Background: an optimization exercise with open tools, aiming at small area, a short achievable clock period and few clock cycles per item. Do not read the settings as production practice. Where RTL was checked, it was by simulation tests only, not by an equivalence proof against the original.

==> flow/design.v <==
module adf4350_plan (
    input  wire        clk,
    input  wire        rst,           
    input  wire        in_valid,
    output wire        in_ready,
    input  wire [31:0] in_f,          
    input  wire [15:0] in_ref,        
    output wire        out_valid,
    input  wire        out_ready,
    output wire [2:0]  out_div,
    output wire [22:0] out_int,
    output wire [22:0] out_frac,
    output wire [22:0] out_mod
);
    reg        prep;
    reg        busy;
    reg        done;
    reg [3:0]  cnt;         
    reg [2:0]  div_r;
    reg [22:0] q_r;         
    reg        c_r;         
    reg [2:0]  r5;
    reg [22:0] rem;         
    reg [20:0] mod_q;       
    wire accept = in_valid & in_ready;
    assign in_ready  = ~prep & ~busy & (~done | out_ready);
    assign out_valid = done;
    reg [2:0] div_sel;
    always @(*) begin
        if      (in_f < 32'd68750)   div_sel = 3'd6;
        else if (in_f < 32'd137500)  div_sel = 3'd5;
        else if (in_f < 32'd275000)  div_sel = 3'd4;
        else if (in_f < 32'd550000)  div_sel = 3'd3;
        else if (in_f < 32'd1100000) div_sel = 3'd2;
        else if (in_f < 32'd2200000) div_sel = 3'd1;
        else                         div_sel = 3'd0;
    end
    wire        odd    = div_sel[0];
    wire [21:0] g_lo   = odd ? {in_f[20:0], 1'b0} : in_f[21:0];
    wire [9:0]  xt     = odd ? {9'd0, in_f[21]} : in_f[31:22];
    wire        big    = |in_f[31:23];               
    wire [9:0]  px     = rem[9:0];
    wire [7:0]  p_d5   = px / 3'd5;                  
    wire [2:0]  p_r5   = px % 3'd5;
    wire [6:0]  p_p    = p_d5[7:1];
    wire        p_q    = q_r[22] && (p_p >= 7'd100);
    wire [6:0]  p_rm   = p_q ? (p_p - 7'd100) : p_p;
    wire [20:0] mod25  = ({5'd0, in_ref} << 4) + ({5'd0, in_ref} << 3) + {5'd0, in_ref};
    wire        zero_in = (cnt < {2'b00, div_r[2:1]});
    wire        n1 = q_r[21] & ~zero_in;
    wire        n2 = q_r[20] & ~zero_in;
    wire [3:0]  t1  = {r5, n1};                  
    wire        c1  = (t1 >= 4'd5);
    wire [2:0]  r51 = c1 ? (t1 - 4'd5) : t1[2:0];
    wire [3:0]  t2  = {r51, n2};
    wire        c2  = (t2 >= 4'd5);
    wire [2:0]  r52 = c2 ? (t2 - 4'd5) : t2[2:0];
    wire [23:0] rs1 = {rem, c_r};
    wire [24:0] tr1 = {1'b0, rs1} - {2'b00, mod_q, 2'b00};
    wire        ge1 = ~tr1[24];
    wire [22:0] rm1 = ge1 ? tr1[22:0] : rs1[22:0];
    wire [23:0] rs2 = {rm1, c1};
    wire [24:0] tr2 = {1'b0, rs2} - {2'b00, mod_q, 2'b00};
    wire        ge2 = ~tr2[24];
    wire [22:0] rm2 = ge2 ? tr2[22:0] : rs2[22:0];
    wire [1:0]  dig = {ge1, ge2};
    assign out_div  = div_r;
    assign out_int  = q_r;
    assign out_frac = rem + {22'd0, c_r};
    assign out_mod  = {mod_q, 2'b00};
    always @(posedge clk) begin
        if (rst) begin
            prep <= 1'b0;
            busy <= 1'b0;
            done <= 1'b0;
        end else if (accept) begin
            prep <= big;
            busy <= ~big;
            done <= 1'b0;
        end else if (prep) begin
            prep <= 1'b0;
            busy <= 1'b1;
        end else if (busy) begin
            if (cnt == 4'd0) begin
                busy <= 1'b0;
                done <= 1'b1;
            end
        end else if (out_ready) begin
            done <= 1'b0;
        end
        if (accept) begin
            div_r <= div_sel;
            cnt   <= 4'd10 + {2'b00, div_sel[2:1]};
            q_r   <= {big & (in_ref == 16'd1), g_lo};
            c_r   <= 1'b0;
            r5    <= {2'd0, xt[0]};
            rem   <= big ? {13'd0, xt} : 23'd0;
            mod_q <= mod25;
        end else if (prep) begin
            q_r[22] <= p_q;
            c_r     <= p_d5[0];
            r5      <= p_r5;
            rem     <= {16'd0, p_rm};
        end else if (busy) begin
            cnt <= cnt - 4'd1;
            q_r <= {q_r[22], q_r[19:0], dig};
            c_r <= c2;
            r5  <= r52;
            rem <= rm2;
        end
    end
endmodule
Settings: LEC_CHECK=0, ABC_CLOCK_PERIOD_IN_PS=4000, CAP_MARGIN=20, CORE_MARGIN=2, CORE_UTILIZATION=40, SETUP_SLACK_MARGIN=3.0, SLEW_MARGIN=20; clock period 7.0 ns.
run.sh (not shown) runs the stock make flow with config.mk's settings and CLKGATE_MAP_FILE= SYNTH_SCRIPT=/design/flow/synth_recipe.tcl, a recipe that flattens the netlist after the stock synthesis.
Change:
==> flow/design.v (replaced) <==
module adf4350_plan (
    input  wire        clk,
    input  wire        rst,           
    input  wire        in_valid,
    output wire        in_ready,
    input  wire [31:0] in_f,          
    input  wire [15:0] in_ref,        
    output wire        out_valid,
    input  wire        out_ready,
    output wire [2:0]  out_div,
    output wire [22:0] out_int,
    output wire [22:0] out_frac,
    output wire [22:0] out_mod
);
    reg        busy;
    reg        done;
    reg [3:0]  cnt;         
    reg [2:0]  div_r;
    reg [23:0] q_r;         
    reg        c_r;         
    reg [2:0]  r5;
    reg [22:0] rem;         
    reg [20:0] mod_q;       
    wire accept = in_valid & in_ready;
    assign in_ready  = ~busy & (~done | out_ready);
    assign out_valid = done;
    reg [2:0] div_sel;
    always @(*) begin
        if      (in_f < 32'd68750)   div_sel = 3'd6;
        else if (in_f < 32'd137500)  div_sel = 3'd5;
        else if (in_f < 32'd275000)  div_sel = 3'd4;
        else if (in_f < 32'd550000)  div_sel = 3'd3;
        else if (in_f < 32'd1100000) div_sel = 3'd2;
        else if (in_f < 32'd2200000) div_sel = 3'd1;
        else                         div_sel = 3'd0;
    end
    wire [5:0]  top_d5 = in_f[31:24] / 3'd5;
    wire [2:0]  top_r5 = in_f[31:24] % 3'd5;
    wire [23:0] f_sh   = div_sel[0] ? {in_f[22:0], 1'b0} : in_f[23:0];
    wire [20:0] mod25  = ({5'd0, in_ref} << 4) + ({5'd0, in_ref} << 3) + {5'd0, in_ref};
    wire        zero_in = (cnt < {2'b00, div_r[2:1]});
    wire        n1 = q_r[23] & ~zero_in;
    wire        n2 = q_r[22] & ~zero_in;
    wire [3:0]  t1  = {r5, n1};                  
    wire        c1  = (t1 >= 4'd5);
    wire [2:0]  r51 = c1 ? (t1 - 4'd5) : t1[2:0];
    wire [23:0] rs1 = {rem, c_r};
    wire [24:0] tr1 = {1'b0, rs1} - {2'b00, mod_q, 2'b00};
    wire        ge1 = ~tr1[24];
    wire [22:0] rm1 = ge1 ? tr1[22:0] : rs1[22:0];
    wire [3:0]  t2  = {r51, n2};
    wire        c2  = (t2 >= 4'd5);
    wire [2:0]  r52 = c2 ? (t2 - 4'd5) : t2[2:0];
    wire [23:0] rs2 = {rm1, c1};
    wire [24:0] tr2 = {1'b0, rs2} - {2'b00, mod_q, 2'b00};
    wire        ge2 = ~tr2[24];
    wire [22:0] rm2 = ge2 ? tr2[22:0] : rs2[22:0];
    assign out_div  = div_r;
    assign out_int  = q_r[22:0];
    assign out_frac = rem + {22'd0, c_r};
    assign out_mod  = {mod_q, 2'b00};
    always @(posedge clk) begin
        if (rst) begin
            busy <= 1'b0;
            done <= 1'b0;
        end else if (accept) begin
            busy <= 1'b1;
            done <= 1'b0;
        end else if (busy) begin
            if (cnt == 4'd0) begin
                busy <= 1'b0;
                done <= 1'b1;
            end
        end else if (out_ready) begin
            done <= 1'b0;
        end
        if (accept) begin
            div_r <= div_sel;
            cnt   <= 4'd11 + {2'b00, div_sel[2:1]};
            q_r   <= f_sh;
            c_r   <= top_d5[0];
            r5    <= top_r5;
            rem   <= {18'd0, top_d5[5:1]};
            mod_q <= mod25;
        end else if (busy) begin
            cnt <= cnt - 4'd1;
            q_r <= {q_r[21:0], ge1, ge2};
            c_r <= c2;
            r5  <= r52;
            rem <= rm2;
        end
    end
endmodule
Result: The changed run passed the timing, DRC and antenna checks. Synthesized cell count decreases by a little under a tenth. Clock skew stays flat. Worst setup slack is better by 0.26 ns. Via count shrinks by about a fifth. Count of clock-buffer cells in the layout decreases by 3. Cell count is lower by roughly a tenth. Hold slack gets worse by 0.034 ns. Wire length went down by about a fifth. Fmax goes up by a few percent.
Testbench counts after the change, summed over its fixed seeds: cycles 21,748, items 1,600.
No functional check of the RTL was part of the first run of this note.

port drivers added, routing unchanged:
The flow's constraints put no driver on any port. The routed layouts listed below were extracted and timed again, unchanged, in two steps. Step 1, drivers: a clkbuf_16 drives clk and a buf_2 each remaining input, both assumed. Step 2, shift: input delay + t, output delay - t, t = (earliest + latest rising clock arrival at the registers) / 2. This alone moves slack from input paths to output paths. Slacks: ideal ports / drivers / drivers and shift; pairs: ideal ports / drivers.
| run | t, ns | setup WS [ns] | clock arrival spread, ns | slew at the worst register clock pin (ns) |
|---|---|---|---|---|
| the first run | 0.389 | 1.828 / 1.828 / 1.828 | 0.011 / 0.012 | 0.07 / 0.07 |
| the second run | 0.391 | 2.084 / 2.084 / 2.084 | 0.010 / 0.011 | 0.07 / 0.07 |
After both steps every run listed still meets setup and hold.
